Context: an optimization exercise on an open-source flow, tuned for small area, a short achievable clock period and few clock cycles per item. The choices shown serve that exercise and are no tape-out recipe.
Function was checked by simulation only, so behaviour that the tests miss may differ from the original.

run 2:
## ssb_resampler
module ssb_resampler (
    input  wire        clk,
    input  wire        rst,
    input  wire        cmd_valid,
    input  wire [1:0]  cmd_op,
    input  wire [31:0] cmd_data,
    output wire        cmd_ready,
    output reg         out_valid,
    output reg  [15:0] out_sample,
    output reg  [20:0] out_step
);
For scale: about 9,800 cells after synthesis, about 2,600 flip-flops, roughly 76 I/O pins, about 140,000 um^2 of cells after synthesis.
Settings: LEC_CHECK=0, CAP_MARGIN=20, CORE_MARGIN=2, CORE_UTILIZATION=55, CTS_CLUSTER_DIAMETER=100, CTS_CLUSTER_SIZE=24, PLACE_DENSITY=0.65, SLEW_MARGIN=20; clock period 40.0 ns.
standard.sh (not shown) runs the stock make flow with config.mk's settings and CLKGATE_MAP_FILE= SYNTH_SCRIPT=/design/flow/synth_recipe.tcl, a recipe that flattens the netlist after the stock synthesis.
==> flow/flow/run.sh <==
#!/bin/bash
# The standard layout (standard.sh), with one change: the port buffers
# that buffer_ports inserts are buf_2 cells instead of the delay buffers
# (clkdlybuf4s50_1) it picks by default, which slowed every output path.
set -euo pipefail
export BUFFER_PORTS_ARGS="-buffer_cell sky130_fd_sc_hd__buf_2"
bash standard.sh > standard_flow.log 2>&1
Testbench counts of run 2, summed over its fixed seeds: cycles 18,847, steps 3,200.
Input changes introduced in run 3 (baseline for comparison: run 2):
diff --git a/flow/design.v b/flow/design.v
--- a/flow/design.v
+++ b/flow/design.v
@@ -28,27 +28,28 @@
     reg [31:0]   hist0, hist1, hist2, hist3;
     reg [18:0]   c3l, c3r;      
     reg [19:0]   c2l, c2r;
     reg        p_v;
     reg [2:0]  p_cnt;
     reg [5:0]  p_addr;
     reg [1:0]  p_lo0, p_lo1, p_lo2, p_lo3;    
     reg [1:0]  p_inc;
     reg        p_bc;            
     reg        i_s1, i_s2, i_s3;    
     reg [15:0] i_t;
     reg [20:0] i_step;
-    reg [16:0] i_c1l, i_c1r;
     reg [16:0] i_s0;            
     reg [20:0] w_l, w_r;        
+    reg [20:0] a_l, a_r;        
+    reg [20:0] y_l, y_r;        
     reg        c_pend;
     wire [20:0] base     = dq;
     wire        div_busy = (div_cnt != 4'd0);
     wire [5:0] fill   = widx - ridx;
     wire       i_free = !(i_s1 || i_s2);
     wire       xfer   = p_v && (p_cnt <= 3'd1) && i_free;    
     wire       p_free = !p_v || xfer;
     wire       p_rd   = p_v && (p_cnt != 3'd0);
     wire is_push = (q_op == OP_PUSH);
     wire is_step = (q_op == OP_STEP);
     wire is_rate = (q_op == OP_SETRATE);
     wire stall = (is_push && p_rd && (fill >= 6'd60)) ||
@@ -123,57 +124,61 @@
     assign rd[15:8]  = ring[{p_addr[5:2], p_lo1, 5'd8} +: 8];
     assign rd[23:16] = ring[{p_addr[5:2], p_lo2, 5'd16} +: 8];
     assign rd[31:24] = ring[{p_addr[5:2], p_lo3, 5'd24} +: 8];
     wire [15:0] b0l = {~hist0[31], hist0[30:16]}, b0r = {~hist0[15], hist0[14:0]};
     wire [15:0] b1l = {~hist1[31], hist1[30:16]}, b1r = {~hist1[15], hist1[14:0]};
     wire [15:0] b2l = {~hist2[31], hist2[30:16]}, b2r = {~hist2[15], hist2[14:0]};
     wire [15:0] b3l = {~hist3[31], hist3[30:16]}, b3r = {~hist3[15], hist3[14:0]};
     wire [15:0] bdl = {~rd[31], rd[30:16]},       bdr = {~rd[15], rd[14:0]};
     wire [18:0] n3l = 19'd3 * ({3'd0, b2l} - {3'd0, b3l}) + {3'd0, bdl} - {3'd0, b1l};
     wire [18:0] n3r = 19'd3 * ({3'd0, b2r} - {3'd0, b3r}) + {3'd0, bdr} - {3'd0, b1r};
     wire [19:0] n2l = 20'd2 * {4'd0, b1l} - 20'd5 * {4'd0, b2l} + 20'd4 * {4'd0, b3l} - {4'd0, bdl};
     wire [19:0] n2r = 20'd2 * {4'd0, b1r} - 20'd5 * {4'd0, b2r} + 20'd4 * {4'd0, b3r} - {4'd0, bdr};
-    wire signed [20:0] ma_l = i_s1 ? $signed(c3l) : $signed(w_l);
-    wire signed [20:0] ma_r = i_s1 ? $signed(c3r) : $signed(w_r);
-    wire signed [20:0] ad_l = i_s1 ? $signed(c2l) : i_s2 ? $signed(i_c1l) : 21'sd0;
-    wire signed [20:0] ad_r = i_s1 ? $signed(c2r) : i_s2 ? $signed(i_c1r) : 21'sd0;
-    wire [20:0] y_l, y_r;
-    hmul u_mul_l (.a(ma_l), .t(i_t), .ad(ad_l), .y(y_l));
-    hmul u_mul_r (.a(ma_r), .t(i_t), .ad(ad_r), .y(y_r));
-    wire signed [21:0] mono_s = $signed(w_l) + $signed(w_r) + $signed({i_s0, 1'b0});
+    wire [18:0] c3l_d = p_rd ? (p_bc ? 19'd0 : n3l) : c3l;
+    wire [18:0] c3r_d = p_rd ? (p_bc ? 19'd0 : n3r) : c3r;
+    wire [19:0] c2l_d = p_rd ? (p_bc ? 20'd0 : n2l) : c2l;
+    wire [19:0] c2r_d = p_rd ? (p_bc ? 20'd0 : n2r) : c2r;
+    wire [16:0] c1l   = {1'b0, b2l} - {1'b0, b0l};
+    wire [16:0] c1r   = {1'b0, b2r} - {1'b0, b0r};
+    wire [20:0] m_l, m_r;
+    hmul u_mul_l (.a(w_l), .t(i_t), .ad(a_l), .y(m_l));
+    hmul u_mul_r (.a(w_r), .t(i_t), .ad(a_r), .y(m_r));
+    wire signed [21:0] mono_s = $signed(y_l) + $signed(y_r) + $signed({i_s0, 1'b0});
     wire signed [19:0] mono   = mono_s[21:2];
     wire [15:0] sample = (mono > 20'sd32767)  ? 16'h7fff :
                          (mono < -20'sd32768) ? 16'h8000 : mono[15:0];
     integer j;
     always @(posedge clk) begin
         for (j = 0; j < 64; j = j + 1)
             if (push_ok && widx == j)
                 ring[j*32 +: 32] <= q_data;
         if (rst_q)
             ring[63*32 +: 32] <= 32'd0;
     end
     always @(posedge clk) begin
         if (q_free)
             q_data <= cmd_data;
         corr_r <= corr_n;
         if (xfer) begin
             i_t    <= phase;
             i_step <= acc[28:8];
         end
-        i_c1l <= {1'b0, b2l} - {1'b0, b0l};
-        i_c1r <= {1'b0, b2r} - {1'b0, b0r};
+        w_l <= xfer ? {{2{c3l_d[18]}}, c3l_d} : m_l;
+        w_r <= xfer ? {{2{c3r_d[18]}}, c3r_d} : m_r;
+        a_l <= xfer ? {c2l_d[19], c2l_d} : i_s1 ? {{4{c1l[16]}}, c1l} : 21'd0;
+        a_r <= xfer ? {c2r_d[19], c2r_d} : i_s1 ? {{4{c1r[16]}}, c1r} : 21'd0;
+        y_l <= m_l;
+        y_r <= m_r;
         if (i_s1)
             i_s0 <= $signed(hist1[31:16]) + $signed(hist1[15:0]);
-        w_l <= y_l;
-        w_r <= y_r;
         if (i_s3)
             out_step <= i_step;
         out_sample <= sample;       
         rst_q <= rst;
         if (rst) begin
             rdy       <= 1'b0;
             q_v       <= 1'b0;
             out_valid <= 1'b0;
         end else if (rst_q) begin
             rdy       <= 1'b1;
             q_v       <= 1'b0;
             out_valid <= 1'b0;
### Flow results
- Looking at net count of the finished layout, run 3 sits about 1% above run 2.
- Compared with run 2, in run 3 die area grew by 1.9%, simple-gate area share of the yosys netlist saw an increase.
- Library cell contributing the largest single delay on the critical path = sky130_fd_sc_hd__edfxtp_1: run 2; library cell contributing the largest single delay on the critical path = sky130_fd_sc_hd__dfxtp_1: run 3
- [compare] base=run 2 new=run 3: final design utilization was more or less identical, number of clock sinks increased about 1.9%.
- Diff run 2 -> run 3 | number of signal-net buffers in the layout | decrease of 37
Testbench counts of run 3, summed over its fixed seeds: cycles 18,847, steps 3,200.


The RTL this note starts from:
==> flow/design.v <==
module ssb_resampler (
    input  wire        clk,
    input  wire        rst,
    input  wire        cmd_valid,
    input  wire [1:0]  cmd_op,
    input  wire [31:0] cmd_data,
    output wire        cmd_ready,
    output reg         out_valid,
    output reg  [15:0] out_sample,
    output reg  [20:0] out_step
);
    localparam [1:0] OP_NOP = 2'd0, OP_PUSH = 2'd1, OP_STEP = 2'd2, OP_SETRATE = 2'd3;
    reg        rdy;
    reg        q_v;
    reg [1:0]  q_op;
    reg [31:0] q_data;
    assign cmd_ready = rdy;
    reg [5:0]    widx, ridx;
    reg [2047:0] ring;
    reg [21:0]   dq;            
    reg [6:0]    rem;
    reg [3:0]    div_cnt;
    reg [28:0]   acc;
    reg [15:0]   phase;
    reg [15:0]   corr_r;        
    reg          f_last;        
    reg [31:0]   hist0, hist1, hist2, hist3;
    reg [18:0]   c3l, c3r;      
    reg [19:0]   c2l, c2r;
    reg        p_v;
    reg [2:0]  p_cnt;
    reg [5:0]  p_addr;
    reg [1:0]  p_inc;
    reg        i_s1, i_s2, i_s3;    
    reg [15:0] i_t;
    reg [20:0] i_step;
    reg [16:0] i_c1l, i_c1r;
    reg [15:0] i_p1l, i_p1r;
    reg [21:0] w_l, w_r;
    reg        c_pend;
    wire [20:0] base     = dq[20:0];
    wire        div_busy = (div_cnt != 4'd0);
    wire [5:0] fill   = widx - ridx;
    wire       i_free = !(i_s1 || i_s2);
    wire       xfer   = p_v && (p_cnt <= 3'd1) && i_free;    
    wire       p_free = !p_v || xfer;
    wire       p_rd   = p_v && (p_cnt != 3'd0);
    wire is_push = (q_op == OP_PUSH);
    wire is_step = (q_op == OP_STEP);
    wire is_rate = (q_op == OP_SETRATE);
    wire stall = (is_push && p_rd && (fill >= 6'd60)) ||
                 (is_step && (div_busy || !p_free || f_last)) ||
                 (is_rate && div_busy);
    wire exec    = q_v && !stall;
    wire do_push = exec && is_push;
    wire do_step = exec && is_step;
    wire do_rate = exec && is_rate;
    wire q_free  = !q_v || exec;
    wire div_busy_n = (div_cnt > 4'd1) || do_rate;
    wire step_ok_n  = !div_busy_n && !do_step &&
                      (!p_v || xfer || ((p_cnt <= 3'd2) && !i_s1));
    wire push_ok_n  = !((do_step || (p_v && (p_cnt >= 3'd2))) && (fill >= 6'd59));
    wire rate_ok_n  = !div_busy_n;
    wire take       = rdy && cmd_valid;
    wire [1:0] op_n = take ? cmd_op : q_op;
    wire held_n     = take || !q_free;
    wire ok_n       = (op_n == OP_PUSH) ? push_ok_n :
                      (op_n == OP_STEP) ? step_ok_n :
                      (op_n == OP_SETRATE) ? rate_ok_n : 1'b1;
    wire rdy_n      = !held_n || ok_n;
    wire [17:0] rate_c = (q_data < 32'd8000)   ? 18'd8000 :
                         (q_data > 32'd192000) ? 18'd192000 : q_data[17:0];
    wire [8:0]  dx = {rem, dq[21:20]};
    wire [1:0]  dg = (dx >= 9'd375) ? 2'd3 : (dx >= 9'd250) ? 2'd2 :
                     (dx >= 9'd125) ? 2'd1 : 2'd0;
    wire [8:0]  dr = dx - dg * 9'd125;
    wire push_ok = do_push && ((widx + 6'd1) != ridx);
    wire [28:0]  corr_x  = {{13{corr_r[15]}}, corr_r};
    wire [28:0]  acc_new = acc - {8'd0, acc[28:8]} + {8'd0, base} + corr_x;
    wire [29:0]  sum4    = {6'd0, phase, 8'd0} + {1'b0, acc} - {9'd0, acc[28:8]} + {9'd0, base} + {corr_x[28], corr_x};
    wire [5:0]   npop    = sum4[29:24];
    wire [5:0]   kpop    = (npop < fill) ? npop : fill;
    wire         big     = (npop > 6'd4);
    wire [5:0]   spop    = big ? (npop - 6'd4) : 6'd0;
    wire [2:0]   rpop    = big ? 3'd4 : npop[2:0];
    wire         s_lt_k  = (spop < kpop);
    wire [5:0]   a0      = s_lt_k ? (ridx + spop) : (ridx + kpop - 6'd1);
    wire [5:0]   incw    = kpop - 6'd1 - spop;
    wire [1:0]   inc0    = s_lt_k ? incw[1:0] : 2'd0;
    wire [5:0]   widx_n  = push_ok ? (widx + 6'd1) : widx;
    wire [5:0]   fill_n  = widx_n - ridx;           
    wire [22:0]  m1 = {2'b00, base};
    wire [22:0]  m2 = {1'b0, base, 1'b0};
    wire [22:0]  m3 = m1 + m2;
    wire [22:0]  m1d = m1 - 23'd1;
    wire [22:0]  m2d = m2 - 23'd1;
    wire [22:0]  m3d = m3 - 23'd1;
    wire [13:0]  lim = base[20:7];
    wire [15:0]  corr_n =
        (fill_n >= 6'd36) ? {2'b00, lim} :
        (fill_n <= 6'd28) ? ~{2'b00, lim} + 16'd1 :
        (fill_n == 6'd35) ? {2'b00, m3[22:9]} :
        (fill_n == 6'd34) ? {2'b00, m2[22:9]} :
        (fill_n == 6'd33) ? {2'b00, m1[22:9]} :
        (fill_n == 6'd32) ? 16'd0 :
        (fill_n == 6'd31) ? ~{2'b00, m1d[22:9]} :
        (fill_n == 6'd30) ? ~{2'b00, m2d[22:9]} : ~{2'b00, m3d[22:9]};
    wire [31:0] rd = ring[{p_addr, 5'd0} +: 32];
    wire signed [16:0] h0l = $signed(hist0[31:16]), h1l = $signed(hist1[31:16]);
    wire signed [16:0] h2l = $signed(hist2[31:16]), h3l = $signed(hist3[31:16]);
    wire signed [16:0] h0r = $signed(hist0[15:0]),  h1r = $signed(hist1[15:0]);
    wire signed [16:0] h2r = $signed(hist2[15:0]),  h3r = $signed(hist3[15:0]);
    wire signed [16:0] rdl = $signed(rd[31:16]),    rdr = $signed(rd[15:0]);
    wire signed [18:0] n3l = 3 * (h2l - h3l) + rdl - h1l;
    wire signed [18:0] n3r = 3 * (h2r - h3r) + rdr - h1r;
    wire signed [19:0] n2l = 2 * h1l - 5 * h2l + 4 * h3l - rdl;
    wire signed [19:0] n2r = 2 * h1r - 5 * h2r + 4 * h3r - rdr;
    wire signed [21:0] ma_l = i_s1 ? $signed(c3l) : $signed(w_l);
    wire signed [21:0] ma_r = i_s1 ? $signed(c3r) : $signed(w_r);
    wire signed [21:0] ad_l = i_s1 ? $signed(c2l) :
                              i_s2 ? $signed(i_c1l) : $signed({i_p1l, 1'b0});
    wire signed [21:0] ad_r = i_s1 ? $signed(c2r) :
                              i_s2 ? $signed(i_c1r) : $signed({i_p1r, 1'b0});
    wire signed [16:0] tt   = $signed({1'b0, i_t});
    wire signed [38:0] pr_l = ma_l * tt + (ad_l <<< 16);
    wire signed [38:0] pr_r = ma_r * tt + (ad_r <<< 16);
    wire signed [22:0] mono_s = $signed(w_l) + $signed(w_r);
    wire signed [20:0] mono   = mono_s[22:2];
    wire [15:0] sample = (mono > 21'sd32767)  ? 16'h7fff :
                         (mono < -21'sd32768) ? 16'h8000 : mono[15:0];
    integer j;
    always @(posedge clk) begin
        for (j = 0; j < 64; j = j + 1)
            if (push_ok && widx == j)
                ring[j*32 +: 32] <= q_data;
        if (rst)
            ring[63*32 +: 32] <= 32'd0;
    end
    always @(posedge clk) begin
        if (q_free)
            q_data <= cmd_data;
        corr_r <= corr_n;
        if (xfer) begin
            i_t    <= phase;
            i_step <= acc[28:8];
        end
        if (i_s1) begin
            i_c1l <= h2l - h0l;
            i_c1r <= h2r - h0r;
            i_p1l <= hist1[31:16];
            i_p1r <= hist1[15:0];
        end
        if (i_s1 || i_s2 || i_s3) begin
            w_l <= pr_l[37:16];
            w_r <= pr_r[37:16];
        end
        if (i_s3)
            out_step <= i_step;
        if (c_pend)
            out_sample <= sample;
        if (rst) begin
            rdy       <= 1'b1;
            q_v       <= 1'b0;
            widx      <= 6'd0;
            ridx      <= 6'd0;
            dq        <= 22'd393216;
            rem       <= 7'd0;
            div_cnt   <= 4'd0;
            acc       <= 29'h0600_0000;
            phase     <= 16'd0;
            f_last    <= 1'b0;
            hist0     <= 32'd0;
            hist1     <= 32'd0;
            hist2     <= 32'd0;
            hist3     <= 32'd0;
            c3l       <= 19'd0;
            c3r       <= 19'd0;
            c2l       <= 20'd0;
            c2r       <= 20'd0;
            p_v       <= 1'b0;
            i_s1      <= 1'b0;
            i_s2      <= 1'b0;
            i_s3      <= 1'b0;
            c_pend    <= 1'b0;
            out_valid <= 1'b0;
        end else begin
            rdy <= rdy_n;
            if (take)
                q_v <= 1'b1;
            else if (exec)
                q_v <= 1'b0;
            if (take)
                q_op <= cmd_op;
            if (push_ok)
                widx <= widx + 6'd1;
            if (do_rate) begin
                rem     <= {1'b0, rate_c[17:12]};
                dq      <= {rate_c[11:0], 10'd0};
                div_cnt <= 4'd12;
            end else if (div_busy) begin
                if (div_cnt != 4'd1) begin
                    rem <= dr[6:0];
                    dq  <= {dq[19:0], dg};
                end
                div_cnt <= div_cnt - 4'd1;
            end
            if (p_rd) begin
                hist0 <= hist1;
                hist1 <= hist2;
                hist2 <= hist3;
                hist3 <= rd;
                c3l   <= n3l;
                c3r   <= n3r;
                c2l   <= n2l;
                c2r   <= n2r;
            end
            if (p_rd) begin
                p_cnt <= p_cnt - 3'd1;
                if (p_inc != 2'd0) begin
                    p_addr <= p_addr + 6'd1;
                    p_inc  <= p_inc - 2'd1;
                end
            end
            f_last <= do_step;
            if (do_step) begin
                acc    <= acc_new;
                phase  <= sum4[23:8];
                ridx   <= ridx + kpop;
                p_v    <= 1'b1;
                p_cnt  <= rpop;
                p_addr <= a0;
                p_inc  <= inc0;
            end else if (xfer) begin
                p_v <= 1'b0;
            end
            i_s1      <= xfer;
            i_s2      <= i_s1;
            i_s3      <= i_s2;
            c_pend    <= i_s3;
            out_valid <= c_pend;
        end
    end
endmodule
==> flow/config.mk <==
export PLATFORM = sky130hd
export DESIGN_NAME = ssb_resampler
export DESIGN_NICKNAME = ssb_resampler
export VERILOG_FILES = /design/flow/design.v
export SDC_FILE = /design/flow/constraint.sdc
export NUM_CORES = 4
export LEC_CHECK = 0
export CAP_MARGIN = 20
export CORE_MARGIN = 2
export CORE_UTILIZATION = 40
export SLEW_MARGIN = 20
==> flow/constraint.sdc <==
create_clock -name core_clock -period 40.0 [get_ports {clk}]
set_input_delay 8.0000 -clock core_clock [delete_from_list [all_inputs] [get_ports {clk}]]
set_output_delay 8.0000 -clock core_clock [all_outputs]
set_load 0.01 [all_outputs]
run.sh (not shown) runs the stock make flow with config.mk's settings and CLKGATE_MAP_FILE= SYNTH_SCRIPT=/design/flow/synth_recipe.tcl, a recipe that flattens the netlist after the stock synthesis.
Stock flow here: none of the scripts above is used.
The first run finished with timing, DRC and antenna clean.
Testbench counts at the start, summed over its fixed seeds: cycles 19,173, steps 3,200.
Edit:
--- a/flow/design.v
+++ b/flow/design.v
@@ -33,13 +33,13 @@
     reg [1:0]  p_inc;
     reg        i_s1, i_s2, i_s3;    
     reg [15:0] i_t;
     reg [20:0] i_step;
     reg [16:0] i_c1l, i_c1r;
     reg [15:0] i_p1l, i_p1r;
-    reg [21:0] w_l, w_r;
+    reg [20:0] w_l, w_r;        
     reg        c_pend;
     wire [20:0] base     = dq[20:0];
     wire        div_busy = (div_cnt != 4'd0);
     wire [5:0] fill   = widx - ridx;
     wire       i_free = !(i_s1 || i_s2);
     wire       xfer   = p_v && (p_cnt <= 3'd1) && i_free;    
@@ -103,34 +103,35 @@
         (fill_n == 6'd34) ? {2'b00, m2[22:9]} :
         (fill_n == 6'd33) ? {2'b00, m1[22:9]} :
         (fill_n == 6'd32) ? 16'd0 :
         (fill_n == 6'd31) ? ~{2'b00, m1d[22:9]} :
         (fill_n == 6'd30) ? ~{2'b00, m2d[22:9]} : ~{2'b00, m3d[22:9]};
     wire [31:0] rd = ring[{p_addr, 5'd0} +: 32];
-    wire signed [16:0] h0l = $signed(hist0[31:16]), h1l = $signed(hist1[31:16]);
-    wire signed [16:0] h2l = $signed(hist2[31:16]), h3l = $signed(hist3[31:16]);
-    wire signed [16:0] h0r = $signed(hist0[15:0]),  h1r = $signed(hist1[15:0]);
-    wire signed [16:0] h2r = $signed(hist2[15:0]),  h3r = $signed(hist3[15:0]);
-    wire signed [16:0] rdl = $signed(rd[31:16]),    rdr = $signed(rd[15:0]);
-    wire signed [18:0] n3l = 3 * (h2l - h3l) + rdl - h1l;
-    wire signed [18:0] n3r = 3 * (h2r - h3r) + rdr - h1r;
-    wire signed [19:0] n2l = 2 * h1l - 5 * h2l + 4 * h3l - rdl;
-    wire signed [19:0] n2r = 2 * h1r - 5 * h2r + 4 * h3r - rdr;
-    wire signed [21:0] ma_l = i_s1 ? $signed(c3l) : $signed(w_l);
-    wire signed [21:0] ma_r = i_s1 ? $signed(c3r) : $signed(w_r);
-    wire signed [21:0] ad_l = i_s1 ? $signed(c2l) :
+    wire [15:0] b0l = {~hist0[31], hist0[30:16]}, b0r = {~hist0[15], hist0[14:0]};
+    wire [15:0] b1l = {~hist1[31], hist1[30:16]}, b1r = {~hist1[15], hist1[14:0]};
+    wire [15:0] b2l = {~hist2[31], hist2[30:16]}, b2r = {~hist2[15], hist2[14:0]};
+    wire [15:0] b3l = {~hist3[31], hist3[30:16]}, b3r = {~hist3[15], hist3[14:0]};
+    wire [15:0] bdl = {~rd[31], rd[30:16]},       bdr = {~rd[15], rd[14:0]};
+    wire [18:0] n3l = 19'd3 * ({3'd0, b2l} - {3'd0, b3l}) + {3'd0, bdl} - {3'd0, b1l};
+    wire [18:0] n3r = 19'd3 * ({3'd0, b2r} - {3'd0, b3r}) + {3'd0, bdr} - {3'd0, b1r};
+    wire [19:0] n2l = 20'd2 * {4'd0, b1l} - 20'd5 * {4'd0, b2l} + 20'd4 * {4'd0, b3l} - {4'd0, bdl};
+    wire [19:0] n2r = 20'd2 * {4'd0, b1r} - 20'd5 * {4'd0, b2r} + 20'd4 * {4'd0, b3r} - {4'd0, bdr};
+    wire signed [20:0] ma_l = i_s1 ? $signed(c3l) : $signed(w_l);
+    wire signed [20:0] ma_r = i_s1 ? $signed(c3r) : $signed(w_r);
+    wire signed [20:0] ad_l = i_s1 ? $signed(c2l) :
                               i_s2 ? $signed(i_c1l) : $signed({i_p1l, 1'b0});
-    wire signed [21:0] ad_r = i_s1 ? $signed(c2r) :
+    wire signed [20:0] ad_r = i_s1 ? $signed(c2r) :
                               i_s2 ? $signed(i_c1r) : $signed({i_p1r, 1'b0});
-    wire signed [16:0] tt   = $signed({1'b0, i_t});
-    wire signed [38:0] pr_l = ma_l * tt + (ad_l <<< 16);
-    wire signed [38:0] pr_r = ma_r * tt + (ad_r <<< 16);
-    wire signed [22:0] mono_s = $signed(w_l) + $signed(w_r);
-    wire signed [20:0] mono   = mono_s[22:2];
-    wire [15:0] sample = (mono > 21'sd32767)  ? 16'h7fff :
-                         (mono < -21'sd32768) ? 16'h8000 : mono[15:0];
+    wire [20:0] mu_l = {~ma_l[20], ma_l[19:0]};
+    wire [20:0] mu_r = {~ma_r[20], ma_r[19:0]};
+    wire [37:0] pr_l = mu_l * i_t + {ad_l[20], ad_l, 16'd0} - {2'b00, i_t, 20'd0};
+    wire [37:0] pr_r = mu_r * i_t + {ad_r[20], ad_r, 16'd0} - {2'b00, i_t, 20'd0};
+    wire signed [21:0] mono_s = $signed(w_l) + $signed(w_r);
+    wire signed [19:0] mono   = mono_s[21:2];
+    wire [15:0] sample = (mono > 20'sd32767)  ? 16'h7fff :
+                         (mono < -20'sd32768) ? 16'h8000 : mono[15:0];
     integer j;
     always @(posedge clk) begin
         for (j = 0; j < 64; j = j + 1)
             if (push_ok && widx == j)
                 ring[j*32 +: 32] <= q_data;
         if (rst)
@@ -142,20 +143,20 @@
         corr_r <= corr_n;
         if (xfer) begin
             i_t    <= phase;
             i_step <= acc[28:8];
         end
         if (i_s1) begin
-            i_c1l <= h2l - h0l;
-            i_c1r <= h2r - h0r;
+            i_c1l <= {1'b0, b2l} - {1'b0, b0l};
+            i_c1r <= {1'b0, b2r} - {1'b0, b0r};
             i_p1l <= hist1[31:16];
             i_p1r <= hist1[15:0];
         end
         if (i_s1 || i_s2 || i_s3) begin
-            w_l <= pr_l[37:16];
-            w_r <= pr_r[37:16];
+            w_l <= pr_l[36:16];
+            w_r <= pr_r[36:16];
         end
         if (i_s3)
             out_step <= i_step;
         if (c_pend)
             out_sample <= sample;
         if (rst) begin
Effect:
- The changed run completed with no timing, DRC or antenna violations
- non-clock buffer count went up by 2
- wire length went down by 3.4%
- count of clock-buffer cells in the layout went down by 23
- cell area went down by 3.4%
- area after synthesis went down by 3.3%
- via count went down by 3.8%
- worst setup slack loses 0.076 ns
- critical path depth went up by 3
- cell count went down by 3.8%
- global-route usage went down by 0.17 points
- die area went down by 3.3%
- register-to-register slack gains 0.35 ns
- flip-flop and latch count went down by 2
Testbench counts after the change, summed over its fixed seeds: cycles 19,173, steps 3,200.

## re-timing with driven ports
No port has a modelled driver above. Below, the same layouts with a new extraction and two added sets of constraints.
Step 1 sets driving cells, clkbuf_16 on the clock port and buf_2 on the other inputs (assumed; they add their load-dependent delay and slew).
Step 2 times the ports against the registers' clock, not the clock port: input delays grow and output delays shrink by t, the midpoint of the rising clock arrivals with the driver on.
Three values: no drivers, after step 1, after step 2; two values: the first two.
run | t (ns) | slack for setup (ns) | hold WS [ns] | worst setup path at the end
run 2 | 0.915 | 30.634 / 30.545 / 30.810 | 0.424 / 0.424 / 0.424 | input to register
run 3 | 0.921 | 30.548 / 30.445 / 30.726 | 0.442 / 0.442 / 0.442 | input to register
the first run of note 2 | 0.974 | 30.194 / 30.091 / 29.934 | 0.419 / 0.419 / 0.419 | input to register
the second run of note 2 | 0.922 | 30.118 / 30.118 / 29.195 | 0.415 / 0.415 / 0.415 | input to register
After both steps setup and hold are still met in every run listed. For the second run of note 2, which loses most, drivers alone change the setup slack by 0.000 ns; drivers and shift together by -0.923 ns.
